Background: an optimization exercise with open tools, aiming at small area, a short achievable clock period and few clock cycles. Do not read the settings as production practice.
Only simulation tests tie the RTL to the original design; equivalence was not proved.
Power is estimated from default activity; no workload was simulated.

==> flow/design.v, too long to show whole: its modules and the start of the top module <==
// module dphy_tc: 1331 lines
module dphy_tc (
    input  wire        clk,
    input  wire        rst,           
    input  wire        cmd_valid,
    output wire        cmd_ready,
    input  wire [31:0] cmd_data,
    output reg  [31:0] result,
    output reg         mmio_valid,
    output wire [15:0] mmio_addr,
    output reg  [31:0] mmio_data,
    output reg         rpt_valid,
    output wire [31:0] rpt_raw,
    output wire [31:0] rpt_rounded
);
  // ...
==> flow/flow/run.sh <==
#!/bin/bash
# Own layout flow: the standard flow (standard.sh runs the unchanged ORFS scripts from
# synthesis to the final layout), with two make settings added on its command line:
set -euo pipefail
bash standard.sh finish SETUP_SLACK_MARGIN=6.25 \
    "BUFFER_PORTS_ARGS=-buffer_cell sky130_fd_sc_hd__buf_2" > standard_flow.log 2>&1
==> flow/standard.sh <==
#!/bin/bash
# synth_recipe.tcl (not shown) runs the flow's synth.tcl, then flattens the netlist and writes it again
# the make line also repeats each setting of config.mk as NAME=value (left out here)
make -C /OpenROAD-flow-scripts/flow DESIGN_CONFIG=/design/flow/config.mk WORK_HOME=/design/flow/orfs CLKGATE_MAP_FILE= SYNTH_SCRIPT=/design/flow/synth_recipe.tcl "${@:-finish}"
==> flow/config.mk <==
export PLATFORM = sky130hd
export DESIGN_NAME = dphy_tc
export DESIGN_NICKNAME = dphy_tc
export VERILOG_FILES = /design/flow/design.v
export SDC_FILE = /design/flow/constraint.sdc
export NUM_CORES = 4
export LEC_CHECK = 0
export ABC_AREA = 1
export CAP_MARGIN = 20
export CORE_MARGIN = 2
export CORE_UTILIZATION = 40
export CTS_BUF_LIST = sky130_fd_sc_hd__clkbuf_8
export PLACE_DENSITY = 0.6
export SLEW_MARGIN = 20
==> flow/constraint.sdc <==
create_clock -name core_clock -period 10.0 [get_ports {clk}]
set_input_delay 2.0000 -clock core_clock [delete_from_list [all_inputs] [get_ports {clk}]]
set_output_delay 2.0000 -clock core_clock [all_outputs]
set_load 0.01 [all_outputs]
==> impl_metrics.yaml, run 1 <==
outcome:
  status: "finished clean"
layout:
  multi_input_area_share: 0.410
  area_delta_synth_final_pct: 20.6
  sh_seq_area: 0.384
  clock_cell_area_share: 0.0507
  nonClkBufAreaFrac: 0.0733
worst_hold_path:
  hold_class: "flop to flop"
  hold_end: "s10_val[7]$_DFFE_PP_"
worst_setup_path:
  worstPathCellList: "buf_6 -> buf_12 -> nor2_4 -> inv_2 -> nor2_4 -> nand2_4 -> nand2_2 -> nor2_4 -> nand2_1 -> o21ai_2 -> ha_2 -> fa_2 -> a21oi_2 -> o21bai_1 -> nor2_1 -> a2bb2oi_2 -> o221ai_2"
  ff2ff_setup_slack_ns: 6.37
  crit_path_start_kind: "input pin"
  worstPathMaxFanout: 5
  cp_slowest_cell: "fa_2"
  path_delay_family: "simple AND/OR/NAND/NOR gates"
detailed_routing:
  met3_wirelength_mm: 13.9
  viasPerCell: 5.81
  drt_first_pass_iters: 6
cts:
  ctsLongestPathBuffers: 3
power_and_ir_drop:
  power_density_nw_per_um2: 130
  swShare: 0.258
  p_switching_mw: 1.05
synth:
  synth_area_um2: 26000
  synth-simple-area-share: 0.253
  synth_top_family_by_area: "simple AND/OR/NAND/NOR gates"
  yosysTopAreaCell: "edfxtp_1"
  synthAdderAreaFrac: 0.0408
  synthMuxAreaShare: 0
placement:
  dpl_worst_slack_ns: 4.16
  portBuffers: 148
global_route:
  track_usage: 0.336
  antenna_found_initial: 5
sta:
  fmaxAchievable_mhz: 246
Testbench counts, summed over its fixed seeds: cycles 3,182.
==> inputs of run 2 (changes only) <==
--- a/flow/design.v
+++ b/flow/design.v
@@ -35,16 +35,17 @@
     reg [7:0]  status;
     reg        busy;              
     reg        wr_act;            
     reg [1:0]  wr_ph;             
     reg [13:0] addr_q;
     wire        clamp   = (plan_raw > 16'd3996);
     wire [11:0] raw_eff = plan_raw[11:0] | {12{|plan_raw[15:12]}};
     wire [11:0] rom_in  = busy ? raw_eff : mode_raw;
+    wire [5:0]  d6      = cmd_data[5:0];       
     wire [64:0] pc_0 = rom_in[0] ? 65'd65536 : 65'd0;
     wire [64:0] pc_1 = rom_in[1] ? 65'd65536 : pc_0;
     wire [64:0] pc_2 = rom_in[2] ? 65'd65536 : pc_1;
     wire [64:0] pc_3 = rom_in[3] ? 65'd65536 : pc_2;
     wire [64:0] pc_4 = rom_in[0] ? 65'd144116287604326400 : 65'd65536;
     wire [64:0] pc_5 = rom_in[1] ? 65'd144116287604326400 : pc_4;
     wire [64:0] pc_6 = rom_in[2] ? 65'd144116287604326400 : pc_5;
     wire [64:0] pc_7 = rom_in[3] ? pc_6 : 65'd65536;
@@ -1059,16 +1060,31 @@
     wire [34:0] pb_256 = raw_eff[5] ? 35'd6121486849 : pb_255;
     wire [34:0] pb_257 = raw_eff[6] ? pb_256 : 35'd6121617921;
     wire [34:0] pb_258 = raw_eff[7] ? pb_257 : 35'd6121617921;
     wire [34:0] pb_259 = raw_eff[8] ? pb_258 : 35'd6121617921;
     wire [34:0] pb_260 = raw_eff[9] ? 35'd6121486849 : pb_259;
     wire [34:0] pb_261 = raw_eff[10] ? 35'd6121486849 : pb_260;
     wire [34:0] pb_262 = raw_eff[11] ? pb_261 : pb_250;
     wire [34:0] pb = pb_262;
+    wire [27:0] mp_0 = d6[0] ? 28'd75525144 : 28'd151050288;
+    wire [27:0] mp_1 = d6[0] ? 28'd37762572 : 28'd50350096;
+    wire [27:0] mp_2 = d6[1] ? mp_1 : mp_0;
+    wire [27:0] mp_3 = d6[0] ? 28'd25175048 : 28'd28321929;
+    wire [27:0] mp_4 = d6[1] ? 28'd18881286 : mp_3;
+    wire [27:0] mp_5 = d6[2] ? mp_4 : mp_2;
+    wire [27:0] mp_6 = d6[0] ? 28'd12587524 : 28'd15734405;
+    wire [27:0] mp_7 = d6[1] ? 28'd12587524 : mp_6;
+    wire [27:0] mp_8 = d6[2] ? 28'd9440643 : mp_7;
+    wire [27:0] mp_9 = d6[3] ? mp_8 : mp_5;
+    wire [27:0] mp_10 = d6[3] ? 28'd3146881 : 28'd6293762;
+    wire [27:0] mp_11 = d6[4] ? mp_10 : mp_9;
+    wire [27:0] mp_12 = d6[4] ? 28'd0 : 28'd3146881;
+    wire [27:0] mp_13 = d6[5] ? mp_12 : mp_11;
+    wire [27:0] mp = mp_13;
     localparam [191:0] LO_TAB = 192'h0000000000009ac76351a2d1b358ec6a345ad63b1a8d1688;
     assign cmd_ready   = !busy && !wr_act;
     assign rpt_raw     = {16'd0, plan_raw};
     assign rpt_rounded = {15'd0, mmio_data[16:0]};
     assign mmio_addr   = {addr_q, 2'b00};
     wire [7:0]  op  = cmd_data[31:24];
     wire [7:0]  sel = cmd_data[23:16];
     wire [15:0] imm = cmd_data[15:0];
@@ -1116,34 +1132,22 @@
     wire wrstg_ok   = do_wrstg && (imm[1:0] == 2'd0);
     wire [10:0] slot;
     genvar g;
     generate
         for (g = 0; g < 11; g = g + 1) begin : g_slot
             assign slot[g] = (sel[3:0] == g + 3);
         end
     endgenerate
-    wire [5:0] d6 = imm[5:0];
-    wire [5:0] pclk_calc = (d6 == 6'd0)  ? 6'd48 :
-                           (d6 == 6'd1)  ? 6'd24 :
-                           (d6 == 6'd2)  ? 6'd16 :
-                           (d6 == 6'd3)  ? 6'd12 :
-                           (d6 == 6'd4)  ? 6'd9  :
-                           (d6 == 6'd5)  ? 6'd8  :
-                           (d6 <= 6'd7)  ? 6'd6  :
-                           (d6 == 6'd8)  ? 6'd5  :
-                           (d6 <= 6'd11) ? 6'd4  :
-                           (d6 <= 6'd15) ? 6'd3  :
-                           (d6 <= 6'd23) ? 6'd2  : 6'd1;
+    wire [5:0]  pclk_calc = mp[5:0];
     wire [1:0]  m_fmt = imm[9:8];
     wire        m_cls = imm[10];
     wire        m_l   = imm[11];
     wire [10:0] pix = (m_fmt == 2'd0) ? {1'b0, pclk_calc, 4'd0} :
-                      (m_fmt == 2'd1) ? ({1'b0, pclk_calc, 4'd0} + {4'd0, pclk_calc, 1'b0}) :
-                                        ({1'b0, pclk_calc, 4'd0} + {2'd0, pclk_calc, 3'd0});
+                      (m_fmt == 2'd1) ? mp[16:6] : mp[27:17];
     wire [11:0] raw_calc = (m_cls && !m_l) ? {1'b0, pix} :
                            (!m_cls && m_l) ? {3'd0, pix[10:2]} : {2'd0, pix[10:1]};
     function [2:0] oh3(input [1:0] d);       
         oh3 = {d == 2'd2, d == 2'd1, (d == 2'd0) || (d == 2'd3)};
     endfunction
     function [2:0] add3(input [2:0] a, input [2:0] b);
         add3 = {(a[0] & b[2]) | (a[1] & b[1]) | (a[2] & b[0]),
                 (a[0] & b[1]) | (a[1] & b[0]) | (a[2] & b[2]),
==> run 2 against run 1 <==
Critical endpoint is now result[7]$_SDFFE_PP0P_. Register-to-register slack about the same. Largest cell class unchanged. Fmax increased by 6.9%. Routed wire length decreased by 1.3%. Combinational power decreased by 15%. Synthesized cell count decreased by 1.1%. Sequential share of layout area increased by 0.72 points. Via count decreased by 1.7%. Critical path depth decreased by 1.
==> impl_metrics.yaml, run 2 <==
synth:
  syn-mean-instance-area_um2: 7.92
  yosysTopAreaCell: "edfxtp_1"
  synth_common_cells: "nand2_1, inv_1, edfxtp_1, nor2_1, o21ai_0"
  synthTopCellsByArea: "edfxtp_1, nand2_1, dfxtp_1"
  synth_most_common_cell: "nand2_1"
  synth_area_um2: 25800
  netlist.area_leader.share: 0.358
  synth_edf_count: 307
  yosys_warnings: 1
  synth-seq-cells: 447
  ys_async_sr_fraction: 0
  yosysSeqAreaShare: 0.467
  synth-main-ff-cell: "edfxtp_1"
  synth_cell_types: 66
  netlist_instances: 3254
placement:
  dpl_worst_slack_ns: 4.25
  dp_cells: 4146
  finalWeightedCongestion: 1.01
  place_hpwl_mm: 84.2
  portBuffers: 148
detailed_routing:
  wl_per_cell_um: 26.1
  drt_first_pass_iters: 10
  vias: 25600
  viasPerCell: 5.80
  drc: 0
  routed_wl_mm: 115
  antenna_left: 0
  drt-initial-drc-count: 3708
layout:
  fill_cells: 6412
  final_common_cell: "nand2_1"
  final-instance-count-excl-fill: 4418
  mostFrequentLayoutCells: "nand2_1, inv_1, edfxtp_1"
  nNetsFinal: 3611
  multi_input_area_um2: 12400
  num_antenna_cells: 0
  seq_area_um2: 12000
  area_delta_synth_final_pct: 19.2
  fin_util: 0.479
  drive_gt1_frac: 0.182
worst_hold_path:
  whs_path_depth: 0
  hold_class: "flop to flop"
  min_from: "ov9[2]$_DFFE_PP_"
  hold_end: "s9_val[2]$_DFFE_PP_"
global_route:
  grt_remaining_overflow: 0
  grt_max_degree: 78
  antenna_found_initial: 2
  track_usage: 0.333
  grt_pass1_wl_mm: 162
  first_global_vias: 23400
cts:
  clk-insertion-delay-late_ns: 0.69
  numCtsBuffers: 76
  cts_tree: "yes"
  cts_sinks: 447
  htreeDepth: 3
  ctsLongestPathBuffers: 3
  cts_hold_buf: 0
  clk_pin_slew_ns: 0.07
  root_buffer: "clkbuf_8"
sta:
  skew_ns: 0.0360
  drv_slew: 0
  post-route-min-period_ns: 3.81
  fin_setup_tns_ns: 0
  fmaxAchievable_mhz: 263
  rsz0062_at_grt: "true"
  finalHoldViolCount: 0
  timing.final.ws_setup_ns: 6.19
  slew_headroom: 0.236
  min_period_over_period: 0.381
  worst_pin_slew_ns: 1.14
  setup_violations: 0
worst_setup_path:
  worstPathMaxFanout: 7
  critPathKind: "input pin to flop"
  cp.required_ns: 10.54
  endpoint_kind: "flop"
  reg2reg_to: "result[3]$_SDFFE_PP0P_"
  crit_path_start_kind: "input pin"
  critical_path_arrival_ns: 4.35
  rr_startpoint: "c8[0]$_DFFE_PP_"
  r2r_cells: 16
  ff2ff_setup_slack_ns: 6.37
floorplan:
  initial_core_util: 0.402
  die-area_um2: 66500
  die_w_um: 258
  rows: 93
  die_h_um: 258
  io_pins: 182
  core_um2: 64100
power_and_ir_drop:
  p_leak_nw: 12.8
  pwr-share-seq: 0.489
  clkPwrFrac: 0.440
  p_switching_mw: 1.04
  comb_power_share: 0.070
  internal-power_mw: 3.05
  power_density_nw_per_um2: 133
  swShare: 0.254
  peakVddDrop_mv: 0.0938
outcome:
  status: "finished clean"
run:
  cap_violations: 0
[run 2: logic make-up after synthesis]
family,count (synthesis),synth area share
xor+xnor,13,0.00442
flops,447,0.467
fa+ha+maj,75,0.0408
buf+inv,567,0.0916
compound gates,685,0.158
simple gates,1466,0.239
other cells,1,0.000146
[run 2: layout make-up]
| type | instances | area share |
|---|---|---|
| multi-input cells | 2281 | 0.404 |
| flip-flops and latches | 447 | 0.391 |
| repair buffers | 295 | 0.0649 |
| inverters | 396 | 0.0512 |
| clock buffers | 89 | 0.0399 |
| well taps | 855 | 0.0348 |
| clock inverters | 51 | 0.0134 |
| repair inverters | 4 | 0.000652 |
[run 2: metrics by stage]
stage	hold slack, ns	instance area [um2]	power, mW
floorplan	0.400	26100	2.19
global route	0.409	30700	4.18
finish	0.389	30700	4.08
global placement	0.402	27200	2.29
CTS	0.401	29800	4.06
detailed placement	0.405	27200	2.29
[run 2: critical path: stages]
cell,delay (ns)
buf_4,0.14
clkinvlp_4,0.15
buf_4,0.17
nand2_4,0.09
nor2_2,0.08
nand2_2,0.12
inv_2,0.12
a22o_1,0.23
a21oi_2,0.13
nand4_1,0.28
nor2_2,0.25
nand3_2,0.11
a21oi_2,0.17
nand2_2,0.11
a21oi_1,0.14
nor2_1,0.05
[run 2: worst max path at each step]
stage | startpoint | end | cells after the start
after floorplan | cmd_data[1] | img0[0]$_DFFE_PP_ | 11
after global placement | cmd_data[19] | result[4]$_SDFFE_PP0P_ | 17
after detailed placement | cmd_data[19] | result[4]$_SDFFE_PP0P_ | 17
after CTS | cmd_data[16] | result[7]$_SDFFE_PP0P_ | 15
after global routing | cmd_data[19] | result[4]$_SDFFE_PP0P_ | 17
final | cmd_data[16] | result[7]$_SDFFE_PP0P_ | 16
[run 2: per-layer routing]
metal	GRT usage	vias up	wire, um	part of all wire
met3	0.0641	327	11700	0.10
met5	0	-	11	0.000095
met2	0.519	1695	51300	0.44
met4	0.163	2	6590	0.057
li1	-	11500	-	-
met1	0.446	12100	45800	0.40
[run 2: timing repair]
item                                    4_1_cts  5_1_grt
buffers inserted                             63       52
hold endpoints to repair                      0        0
pin swaps                                    21       39
gates cloned                                  9        8
resized for setup                            91      136
endpoints found under the setup margin      482      357
[run 2: power groups by stage]
stage	combinational (mW)	sequential, mW	clock (mW)
after detailed placement	0.255	2.04	0
after CTS	0.262	2.00	1.80
after global routing	0.304	2.00	1.88
final	0.288	2.00	1.80
after global placement	0.255	2.04	0
after floorplan	0.154	2.04	0
Testbench counts of run 2, summed over its fixed seeds: cycles 3,182.
==> inputs of run 3 (changes only) <==
==> flow/flow/run.sh (replaced) <==
#!/bin/bash
# Own layout flow: the standard flow (standard.sh runs the unchanged ORFS scripts from
# synthesis to the final layout), with two make settings added on its command line:
set -euo pipefail
bash standard.sh finish SETUP_SLACK_MARGIN=6.0 \
    "BUFFER_PORTS_ARGS=-buffer_cell sky130_fd_sc_hd__buf_2" > standard_flow.log 2>&1
==> run 3 against run 2 <==
Clock skew is 0.0099 ns lower. Die area stayed put. First-iteration DRC count is 4.7% lower.
==> impl_metrics.yaml, run 3 <==
worst_setup_path:
  critical_path_arrival_ns: 4.60
  rr_startpoint: "plan_raw[12]$_SDFFCE_PP0P_"
  ff2ff_setup_slack_ns: 6.13
  crit_path_start_kind: "input pin"
  r2r_cells: 15
  cp.required_ns: 10.55
  endpoint_kind: "flop"
  critPathKind: "input pin to flop"
  reg2reg_to: "c4[0]$_DFFE_PP_"
  worstPathMaxFanout: 19
cts:
  clk_pin_slew_ns: 0.06
  cts_tree: "yes"
  cts_sinks: 447
  numCtsBuffers: 76
  cts_hold_buf: 0
  htreeDepth: 3
  clk-insertion-delay-late_ns: 0.69
  root_buffer: "clkbuf_8"
  ctsLongestPathBuffers: 3
global_route:
  first_global_vias: 23000
  track_usage: 0.335
  grt_max_degree: 92
  antenna_found_initial: 6
  grt_remaining_overflow: 0
  grt_pass1_wl_mm: 162
detailed_routing:
  antenna_left: 0
  drt_first_pass_iters: 6
  wl_per_cell_um: 26.6
  routed_wl_mm: 116
  drt-initial-drc-count: 3532
  vias: 25300
  viasPerCell: 5.80
  drc: 0
synth:
  synth_edf_count: 307
  synth_area_um2: 25800
  synth-seq-cells: 447
  synth-simple-area-share: 0.239
  yosysTopAreaCell: "edfxtp_1"
  synthAdderAreaFrac: 0.0408
  synth_compound_area_frac: 0.158
  syn-mean-instance-area_um2: 7.92
  netlist_instances: 3254
  synth_xor_area_frac: 0.00442
  ys_async_sr_fraction: 0
  synth_top_family_by_area: "simple AND/OR/NAND/NOR gates"
  synth-main-ff-cell: "edfxtp_1"
  netlist.area_leader.share: 0.358
  synthMuxAreaShare: 0
  synth_cell_types: 66
  synth_common_cells: "nand2_1, inv_1, edfxtp_1, nor2_1, o21ai_0"
  yosys_warnings: 1
  synth_most_common_cell: "nand2_1"
  yosysSeqAreaShare: 0.467
  synthTopCellsByArea: "edfxtp_1, nand2_1, dfxtp_1"
power_and_ir_drop:
  clkPwrFrac: 0.411
  internal-power_mw: 2.85
  swShare: 0.261
  p_switching_mw: 1.01
  p_leak_nw: 12.4
  power_density_nw_per_um2: 130
  peakVddDrop_mv: 0.0927
  pwr-share-seq: 0.519
  comb_power_share: 0.070
layout:
  seq_area_um2: 12000
  nNetsFinal: 3554
  drive_gt1_frac: 0.140
  fill_cells: 6543
  final_cell_area_um2: 29500
  multi_input_area_um2: 11900
  mostFrequentLayoutCells: "nand2_1, inv_1, edfxtp_1"
  area_delta_synth_final_pct: 14.6
  final_common_cell: "nand2_1"
placement:
  place_area_um2: 27200
  portBuffers: 148
  finalWeightedCongestion: 1.07
  dpl_worst_slack_ns: 4.70
  place_hpwl_mm: 86.2
sta:
  fmaxAchievable_mhz: 247
  setup_violations: 0
  fin_setup_tns_ns: 0
  timing.final.ws_setup_ns: 5.95
  worst_pin_slew_ns: 1.11
  rsz0062_at_grt: "true"
  post-route-min-period_ns: 4.05
  drv_slew: 0
  slew_headroom: 0.256
  min_period_over_period: 0.405
  skew_ns: 0.0262
  finalHoldViolCount: 0
worst_hold_path:
  hold_end: "s9_val[1]$_DFFE_PP_"
  hold_class: "flop to flop"
  whs_path_depth: 0
  min_from: "ov9[1]$_DFFE_PP_"
floorplan:
  die-area_um2: 66500
  core_um2: 64100
  io_pins: 182
  die_h_um: 258
  rows: 93
  die_w_um: 258
  initial_core_util: 0.402
run:
  cap_violations: 0
outcome:
  status: "finished clean"
## run 3: cell types whose count changed in the layout (fill, tap and decap cells not counted), sizes merged, moves of 3 or more
| cell | change |
|---|---|
| buf | -48 |
| inv | +10 |
| clkbuf | -9 |
| bufinv | -5 |
| clkinvlp | -4 |
| diode | +3 |
## run 3: critical path, cell delays in order
cell and delay, ns:
buf_4 0.22, inv_2 0.21, nand3_1 0.13, buf_4 0.24, nor2_1 0.10, a221oi_1 0.69
nand4_1 0.23, nor2_1 0.16, nand4_1 0.14, a21oi_1 0.16, nand3_1 0.12, nand2_1 0.10
a21oi_1 0.05
## run 3: through the flow
stage               power, mW   util  cells  hold WS [ns]
floorplan                2.19      -   3286         0.400
global placement         2.29  0.424   4150         0.402
detailed placement       2.29  0.424   4150         0.405
CTS                      3.85  0.451   4309         0.417
global route             3.95  0.460   4357         0.426
finish                   3.85  0.460   4359         0.414
## run 3: how the worst max path moves through the flow
| stage | start | to | slack (ns) | cells after the start |
|---|---|---|---|---|
| 6_report | cmd_data[20] | result[2]$_SDFFE_PP0P_ | 5.95 | 13 |
| 5_1_grt | cmd_data[20] | mmio_data[5]$_DFF_P_ | 5.92 | 14 |
| 4_1_cts | cmd_data[14] | ov4[0]$_DFFE_PP_ | 5.71 | 8 |
| 3_5_place_dp | cmd_data[0] | mmio_data[16]$_DFF_P_ | 4.70 | 14 |
| 3_3_place_gp | cmd_data[0] | result[13]$_SDFFE_PP0P_ | 4.77 | 17 |
| 2_1_floorplan | cmd_data[1] | img0[0]$_DFFE_PP_ | 3.71 | 11 |
## run 3: what timing repair did
action	4_1_cts	5_1_grt
pin swaps	9	9
setup endpoints to repair	410	372
cloned	2	5
setup buffers	22	42
endpoints found under the hold margin	0	0
gates resized for setup	30	66
## run 3: layer usage
| layer | share of wire | vias up | track usage |
|---|---|---|---|
| li1 | - | 11400 | - |
| met1 | 0.40 | 12100 | 0.445 |
| met2 | 0.45 | 1578 | 0.525 |
| met3 | 0.10 | 263 | 0.0685 |
| met4 | 0.051 | 4 | 0.158 |
| met5 | 0.00017 | - | 0 |
## run 3: cell families (layout without fill, tap and decap cells)
family                     count (synthesis)  after routing
adders and majority gates                 75             75
other                                      1             36
AOI/OAI and AO/OA                        685            685
and+or+nand+nor                         1466           1471
DFF                                      447            447
xor gates and xnor gates                  13             13
buffers and inverters                    567            777
## run 3: layout make-up
type	count	area share
Timing Repair Buffer	245	0.0523
Sequential cell	447	0.407
Inverter	396	0.0522
Timing Repair inverter	1	0.000170
Clock inverter	53	0.00932
Antenna cell	3	0.000254
Clock buffer	82	0.0382
Tap cell	855	0.0362
Multi-Input combinational cell	2277	0.404
## run 3: power by group through the flow
stage               logic (mW)  registers (mW)  clock network [mW]
finish                   0.270            2.00                1.58
global route             0.284            2.00                1.67
CTS                      0.258            2.00                1.59
detailed placement       0.256            2.04                   0
global placement         0.257            2.04                   0
floorplan                0.152            2.04                   0

## re-timing with driven ports
The results above use ideal ports. As a check the final layouts listed here were re-extracted and re-timed, cells and wires unchanged. Step 1 sets driving cells, clkbuf_16 on the clock port and buf_2 on the other inputs (assumed; they add their load-dependent delay and slew). Step 2, shift: input delay + t, output delay - t, t = (earliest + latest rising clock arrival at the registers) / 2. This alone moves slack from input paths to output paths. Three values: ideal, step 1, step 2; two values: the first two.
run	t, ns	setup WS [ns]	clock arrival spread, ns	worst slew at a driven data input, ns
run 1	0.726	5.932 / 5.960 / 5.234	0.043 / 0.044	0.14
run 2	0.726	6.193 / 6.208 / 5.482	0.038 / 0.038	0.05
run 3	0.738	5.950 / 5.961 / 5.223	0.028 / 0.028	0.12
After both steps every run listed still meets setup and hold. The setup slack of run 3, which loses most, moves by +0.011 ns with the drivers and by -0.727 ns with both steps.
